Context: an optimization exercise on an open-source flow, tuned for small area. The choices shown serve that exercise and are no tape-out recipe.
In this exercise RTL edits were held to simulation tests only and were not proved equivalent to the original.
No driver is modelled on the clock port, so clocking that relies on it looks cheaper here than on a real chip.

==> branch cedar: inputs <==
==> flow/design.v <==
module robocon_core (
    input  wire        clk,
    input  wire        rst,
    input  wire        rx_valid,
    input  wire [7:0]  rx_byte,
    input  wire        iter,
    output wire [17:0] lvl_l,
    output wire [17:0] lvl_r,
    output wire [17:0] lvl_lift,
    output wire [19:0] pw_rot,
    output wire [19:0] pw_chin,
    output wire [7:0]  cmd_ext,
    output wire [7:0]  cmd_chin,
    output wire [7:0]  cmd_rotx,
    output wire [7:0]  cmd_roty,
    output wire [7:0]  cmd_rotz
);
    wire [7:0] e, chin, rot_x;
    rc_framer u_framer (
        .clk      (clk),
        .rst      (rst),
        .rx_valid (rx_valid),
        .rx_byte  (rx_byte),
        .extended (e),
        .chin     (chin),
        .rot_x    (rot_x),
        .rot_y    (cmd_roty),
        .rot_z    (cmd_rotz)
    );
    assign cmd_ext  = e;
    assign cmd_chin = chin;
    assign cmd_rotx = rot_x;
    reg [17:0] l_q, r_q, lift_q;
    reg [19:0] rot_q;
    reg [18:0] chin_q;
    wire       l_m = ~e[6] & ~e[4];             
    wire       l_p = ~e[6] &  e[4];             
    wire       r_m = ~e[6] & ~e[5];             
    wire       r_p =  e[6];                     
    wire       neg_l = ~l_p & (~l_m | ~l_q[17]);
    wire       neg_r = ~r_p & (~r_m | ~r_q[17]);
    wire [3:0] m3_l = l_p ? 4'd9 : l_m ? 4'd6 : 4'd3;
    wire [3:0] m3_r = r_p ? 4'd9 : r_m ? 4'd6 : 4'd3;
    wire [17:0] n_l, n_r;
    rc_wheel u_wl (.c(l_q), .m3(m3_l), .neg(neg_l), .n(n_l));
    rc_wheel u_wr (.c(r_q), .m3(m3_r), .neg(neg_r), .n(n_r));
    wire        lift_p = (e[3:2] == 2'd1);
    wire        lift_n = (e[3:2] == 2'd2);
    wire        neg_lift = lift_n | (~lift_p & ~lift_q[17]);
    wire [18:0] y_lift;
    wire        y_lift_co;
    rc_add #(.W(19)) u_add_lift (
        .a  ({lift_q[17], lift_q}),
        .b  ({lift_n, lift_n, lift_n | lift_p, 16'd0}),
        .ci (neg_lift),
        .s  (y_lift),
        .co (y_lift_co)
    );
    wire [17:0] n_lift = y_lift[18:1];
    wire        rot_min = (rot_x == 8'd0);
    wire [19:0] y_rot;
    wire        y_rot_co;
    rc_add #(.W(20)) u_add_rot (
        .a  (rot_q),
        .b  (rot_min ? 20'd32000 : 20'd153600),
        .ci (rot_min),
        .s  (y_rot),
        .co (y_rot_co)
    );
    wire [21:0] q_rot;
    rc_div5 #(.N(22)) u_div_rot (.x({y_rot, 2'b00}), .q(q_rot));
    wire [19:0] n_rot = q_rot[19:0];
    wire [9:0]  chin3;
    wire        chin3_co;
    rc_add #(.W(10)) u_add_chin3 (.a({2'b00, chin}), .b({1'b0, chin, 1'b0}), .ci(1'b0),
                                  .s(chin3), .co(chin3_co));
    wire [10:0] v_raw;
    wire        v_raw_co;
    rc_add #(.W(11)) u_add_chinv (.a({1'b0, chin3}), .b(11'd1000), .ci(1'b0),
                                  .s(v_raw), .co(v_raw_co));
    wire        chin_clamp = (chin > 8'd200);
    wire [10:0] v_chin = chin_clamp ? 11'd1600 : v_raw;
    wire [10:0] cmp_s;
    wire        neg_chin;
    rc_add #(.W(11)) u_cmp_chin (.a(chin_q[18:8]), .b(~v_chin), .ci(1'b1),
                                 .s(cmp_s), .co(neg_chin));
    wire [18:0] y_chin;
    wire        y_chin_co;
    rc_add #(.W(19)) u_add_chin (.a(chin_q), .b({2'b00, v_chin, 6'd0}), .ci(neg_chin),
                                 .s(y_chin), .co(y_chin_co));
    wire [20:0] q_chin;
    rc_div5 #(.N(21)) u_div_chin (.x({y_chin, 2'b00}), .q(q_chin));
    wire [18:0] n_chin = q_chin[18:0];
    always @(posedge clk) begin
        if (rst) begin
            l_q    <= 18'd0;
            r_q    <= 18'd0;
            lift_q <= 18'd0;
            rot_q  <= 20'd371200;
            chin_q <= 19'd332800;
        end else if (iter) begin
            l_q    <= n_l;
            r_q    <= n_r;
            lift_q <= n_lift;
            rot_q  <= n_rot;
            chin_q <= n_chin;
        end
    end
    assign lvl_l    = l_q;
    assign lvl_r    = r_q;
    assign lvl_lift = lift_q;
    assign pw_rot   = rot_q;
    assign pw_chin  = {1'b0, chin_q};
endmodule
module rc_framer (
    input  wire       clk,
    input  wire       rst,
    input  wire       rx_valid,
    input  wire [7:0] rx_byte,
    output reg  [7:0] extended,
    output reg  [7:0] chin,
    output reg  [7:0] rot_x,
    output reg  [7:0] rot_y,
    output reg  [7:0] rot_z
);
    reg [2:0] offset;
    reg [7:0] csum;
    reg [7:0] pool1, pool2, pool3, pool4, pool5;
    wire [2:0] eff_offset = (rx_byte == 8'hFF) ? 3'd0 : offset;
    wire accept = (csum == rx_byte) || (csum == 8'hFF && rx_byte == 8'hFE);
    wire commit = rx_valid && eff_offset == 3'd6 && accept;
    wire [7:0] csum_sum;
    wire       csum_co;
    rc_add #(.W(8)) u_csum (.a(csum), .b(rx_byte), .ci(1'b0), .s(csum_sum), .co(csum_co));
    always @(posedge clk) begin
        if (rst)
            offset <= 3'd0;
        else if (rx_valid)
            offset <= (eff_offset == 3'd6) ? 3'd0 :
                      {eff_offset[2] ^ (eff_offset[1] & eff_offset[0]),
                       eff_offset[1] ^ eff_offset[0], ~eff_offset[0]};
    end
    always @(posedge clk) begin
        if (rx_valid) begin
            case (eff_offset)
                3'd0: csum <= 8'd0;
                3'd6: ;
                default: csum <= csum_sum;
            endcase
            pool1 <= pool2;
            pool2 <= pool3;
            pool3 <= pool4;
            pool4 <= pool5;
            pool5 <= rx_byte;
        end
    end
    always @(posedge clk) begin
        if (rst) begin
            extended <= 8'h00;
            chin     <= 8'h00;
            rot_x    <= 8'h00;
            rot_y    <= 8'h00;
            rot_z    <= 8'h00;
        end else if (commit) begin
            extended <= pool1;
            if (!pool1[1]) begin
                chin  <= pool2;
                rot_y <= pool3;
                rot_x <= pool4;
                rot_z <= pool5;
            end
        end
    end
endmodule
module rc_div5 #(
    parameter integer N = 20
) (
    input  wire [N-1:0] x,
    output wire [N-1:0] q
);
    wire [2:0] r [0:N];
    assign r[N] = 3'b000;
    genvar i;
    generate
        for (i = N - 1; i >= 0; i = i - 1) begin : g_st
            wire v0 = r[i+1][0], v1 = r[i+1][1], v2 = r[i+1][2], b = x[i];
            wire g0 = ~(v0 | v2 | b);
            wire g1 = ~((v2 & b) | v0);
            wire g2 = ~((v0 & b) | v1);
            assign q[i] = (v1 & b) | v2;
            assign r[i] = {~((v0 & v1 & b) | g2), ~((v0 & b) | g1), ~((v0 & b) | v1 | g0)};
        end
    endgenerate
endmodule
module rc_add #(
    parameter integer W = 8
) (
    input  wire [W-1:0] a,
    input  wire [W-1:0] b,
    input  wire         ci,
    output wire [W-1:0] s,
    output wire         co
);
    wire [W:0] c;
    assign c[0] = ci;
    genvar i;
    generate
        for (i = 0; i < W; i = i + 1) begin : g_bit
            assign s[i]   = a[i] ^ b[i] ^ c[i];
            assign c[i+1] = (a[i] & b[i]) | (c[i] & (a[i] ^ b[i]));
        end
    endgenerate
    assign co = c[W];
endmodule
module rc_wheel (
    input  wire [17:0] c,
    input  wire [3:0]  m3,
    input  wire        neg,
    output wire [17:0] n
);
    wire [17:0] co = {~c[17], c[16:0]};
    wire [5:0] hi;
    wire       hi_co;
    rc_add #(.W(6)) u_hi (.a({1'b0, co[17:13]}), .b({2'b00, m3}), .ci(1'b0), .s(hi), .co(hi_co));
    wire [20:0] x;
    wire        x_co;
    rc_add #(.W(21)) u_x (.a({hi[4:0], co[12:0], 3'b000}), .b({3'b111, ~co}), .ci(~neg),
                          .s(x), .co(x_co));
    wire [19:0] q;
    rc_div5 #(.N(20)) u_div (.x(x[20:1]), .q(q));
    wire [17:0] s;
    wire        s_co;
    rc_add #(.W(18)) u_inc (.a(q[17:0]), .b(18'd0), .ci(neg), .s(s), .co(s_co));
    assign n = {~s[17], s[16:0]};
endmodule
==> flow/flow/run.sh <==
#!/bin/bash
# Layout flow: the standard flow (standard.sh), with these changes:
#  - synthesis is the standard flow's own script (flow/my_synth.tcl sources ORFS synth.tcl
#    exactly as synth_recipe.tcl does) with only the combinational mapping
#    changed: no adder-cell extraction, and an area-oriented ABC script
#    (flow/abc_map.script). Registers are mapped as in the standard synthesis.
#  - the port buffers that placement puts on every input and output are
#    sky130_fd_sc_hd__buf_1;
#  - clock tree: clkbuf_8 buffers and no dummy loads; after CTS, any clkbuf_8
#    leaf that drives more than 16 sinks is upsized to clkbuf_16
#    (flow/fix_cts.tcl) to keep flip-flop clock slews low.
# Each step's output goes to a log file of its own in this folder.
set -euo pipefail
W=$PWD
R=$W/orfs/results/$FLOW_PLATFORM/robocon_core/base
export MY_ABC_SCRIPT=$W/flow/abc_map.script
export CTS_ARGS="-sink_clustering_enable -repair_clock_nets -buf_list sky130_fd_sc_hd__clkbuf_8 -dont_use_dummy_load"
PB="BUFFER_PORTS_ARGS=-buffer_cell sky130_fd_sc_hd__buf_1"
bash standard.sh SYNTH_SCRIPT=$W/flow/my_synth.tcl ADDER_MAP_FILE= synth > synth.log 2>&1
bash standard.sh "$PB" cts > place_cts.log 2>&1
ODB=$R/4_cts.odb MAXFO=16 openroad -no_init -exit $W/flow/fix_cts.tcl > fix_cts.log 2>&1
bash standard.sh "$PB" finish > route_finish.log 2>&1
==> flow/flow/abc_map.script <==
strash
balance
resub -K 6
rewrite
resub -K 6 -N 2
refactor
resub -K 8
balance
resub -K 8 -N 2
rewrite
resub -K 10
rewrite -z
resub -K 10 -N 2
balance
resub -K 12
refactor -z
resub -K 12 -N 2
rewrite -z
balance
balance
resub -K 6
rewrite
resub -K 6 -N 2
refactor
resub -K 8
balance
resub -K 8 -N 2
rewrite
resub -K 10
rewrite -z
resub -K 10 -N 2
balance
resub -K 12
refactor -z
resub -K 12 -N 2
rewrite -z
balance
&get -n
&deepsyn -T 60
&put
balance
resub -K 6
rewrite
resub -K 6 -N 2
refactor
resub -K 8
balance
resub -K 8 -N 2
rewrite
resub -K 10
rewrite -z
resub -K 10 -N 2
balance
resub -K 12
refactor -z
resub -K 12 -N 2
rewrite -z
balance
dc2
dch -f
amap
topo
strash
balance
resub -K 6
rewrite
resub -K 6 -N 2
refactor
resub -K 8
balance
resub -K 8 -N 2
rewrite
resub -K 10
rewrite -z
resub -K 10 -N 2
balance
resub -K 12
refactor -z
resub -K 12 -N 2
rewrite -z
balance
dc2
dch -f
amap
topo
==> flow/flow/fix_cts.tcl <==
# Upsize clock-tree leaf buffers (clkbuf_8) that drive more than MAXFO sinks
# to clkbuf_16, so that every flip-flop clock pin keeps a sharp edge; then
# legalise the placement again.
read_db $::env(ODB)
set db [ord::get_db]
set block [[$db getChip] getBlock]
set big [$db findMaster sky130_fd_sc_hd__clkbuf_16]
set n 0
foreach inst [$block getInsts] {
  if {[[$inst getMaster] getName] ne "sky130_fd_sc_hd__clkbuf_8"} { continue }
  foreach it [$inst getITerms] {
    if {[$it isOutputSignal]} {
      set net [$it getNet]
      if {$net eq "NULL" || $net eq ""} { continue }
      set fo [expr {[llength [$net getITerms]] - 1}]
      if {$fo > $::env(MAXFO)} {
        puts "upsize [$inst getName] fanout $fo"
        $inst swapMaster $big
        incr n
      }
    }
  }
}
puts "upsized $n clock buffers"
detailed_placement
check_placement -verbose
write_db $::env(ODB)
==> flow/flow/my_synth.tcl <==
proc synth {args} { yosys synth -nofsm -noshare {*}$args }
set fh [open $::env(SCRIPTS_DIR)/synth.tcl r]
set body [read $fh]
close $fh
set hook {source $::env(SCRIPTS_DIR)/synth_preamble.tcl}
if {[string first $hook $body] < 0} { error "synth.tcl hook not found" }
set body [string map [list $hook "$hook\nset abc_args \[lreplace \$abc_args 1 1 \$::env(MY_ABC_SCRIPT)\]"] $body]
eval $body
# left out here: clear keep_hierarchy, flatten, clean up, hide names made inside functions, write 1_2_yosys.v
==> flow/standard.sh <==
#!/bin/bash
# synth_recipe.tcl (not shown) runs the flow's synth.tcl, then flattens the netlist and writes it again
# the make line also repeats each setting of config.mk as NAME=value (left out here)
make -C /OpenROAD-flow-scripts/flow DESIGN_CONFIG=/design/flow/config.mk WORK_HOME=/design/flow/orfs CLKGATE_MAP_FILE= SYNTH_SCRIPT=/design/flow/synth_recipe.tcl "${@:-finish}"
==> flow/config.mk <==
export PLATFORM = sky130hd
export DESIGN_NAME = robocon_core
export DESIGN_NICKNAME = robocon_core
export VERILOG_FILES = /design/flow/design.v
export SDC_FILE = /design/flow/constraint.sdc
export NUM_CORES = 4
export LEC_CHECK = 0
export ABC_AREA = 1
export CAP_MARGIN = 20
export CORE_MARGIN = 2
export CORE_UTILIZATION = 40
export SLEW_MARGIN = 20
==> flow/constraint.sdc <==
create_clock -name core_clock -period 25.0 [get_ports {clk}]
set_input_delay 5.0000 -clock core_clock [delete_from_list [all_inputs] [get_ports {clk}]]
set_output_delay 5.0000 -clock core_clock [all_outputs]
set_load 0.01 [all_outputs]
==> branch zinc: changes against branch cedar <==
--- a/flow/design.v
+++ b/flow/design.v
@@ -147,11 +147,11 @@
                 3'd6: ;
                 default: csum <= csum_sum;
             endcase
-            pool1 <= pool2;
-            pool2 <= pool3;
-            pool3 <= pool4;
-            pool4 <= pool5;
-            pool5 <= rx_byte;
+            if (eff_offset == 3'd1) pool1 <= rx_byte;
+            if (eff_offset == 3'd2) pool2 <= rx_byte;
+            if (eff_offset == 3'd3) pool3 <= rx_byte;
+            if (eff_offset == 3'd4) pool4 <= rx_byte;
+            if (eff_offset == 3'd5) pool5 <= rx_byte;
         end
     end
     always @(posedge clk) begin
==> flow/run.sh (new file) <==
#!/bin/bash
# synth_recipe.tcl (not shown) runs the flow's synth.tcl, then flattens the netlist and writes it again
# the make line also repeats each setting of config.mk as NAME=value (left out here)
make -C /OpenROAD-flow-scripts/flow DESIGN_CONFIG=/design/flow/config.mk WORK_HOME=/design/flow/orfs CLKGATE_MAP_FILE= SYNTH_SCRIPT=/design/flow/synth_recipe.tcl finish
removed: flow/flow/run.sh
removed: flow/flow/abc_map.script
removed: flow/flow/fix_cts.tcl
removed: flow/flow/my_synth.tcl
removed: flow/standard.sh
==> branch willow: changes against branch cedar <==
CORE_UTILIZATION = 65   (was 40)
==> qor summary <==
| item | branch willow | branch cedar | branch zinc |
|---|---|---|---|
| WL met2 | 12,900 um | 13,800 um | 15,500 um |
| Total stage count of the critical path | 88 | 87 | 87 |
| Result of the run | complete, no violations | complete, no violations | complete, no violations |
| Global routing usage summed across all routing layers | 31.3% | 21.3% | 19.1% |
| Beginning of the worst register-to-register path | u_framer.extended[4] | u_framer.extended[4] | r_q[17] |
| Number of buffers outside the clock class in the layout | 152 | 153 | 152 |
| Setup Slack @ Placement | 10,490 ps | 10,670 ps | 9060 ps |
| Post-synthesis average cell area | 7.24 sq um | 7.24 sq um | 7.46 sq um |
| Share of post-route cells with drive strength above 1 | 1.84% | 1.89% | 9.54% |
| Sequential area share after synthesis | 37.8% | 37.8% | 29.8% |
| Clock Network Area Fraction | 2.02% | 2.08% | 3.74% |
| Total non-filler cell area in the finished layout | 0.0121 sq mm | 0.0123 sq mm | 0.0165 sq mm |
| Number of well taps | 220 | 341 | 455 |
| Width of the chip | 134 um | 170 um | 191 um |
| Synth Area in Adders | 0% | 0% | 21.1% |

separate check: timing with driven ports:
In the flow no input, the clock included, has a driving cell. The finished layouts below were timed again as built, in two steps.
Step 1 assumes that a clkbuf_16 drives the clock port and a buf_2 every other input.
Step 2 times the ports against the registers' clock, not the clock port: input delays grow and output delays shrink by t, the midpoint of the rising clock arrivals with the driver on.
Three values: ideal, step 1, step 2; two values: the first two.
run	t (ns)	setup slack, ns	worst hold slack (ns)	worst slew at a driven data input, ns
branch cedar	0.508	10.293 / 10.293 / 10.293	0.446 / 0.446 / 0.446	0.04
branch zinc	0.507	9.120 / 9.120 / 9.120	0.463 / 0.463 / 0.463	0.03
branch willow	0.498	10.222 / 10.222 / 10.222	0.447 / 0.447 / 0.447	0.05
After both steps every run listed still meets setup and hold.
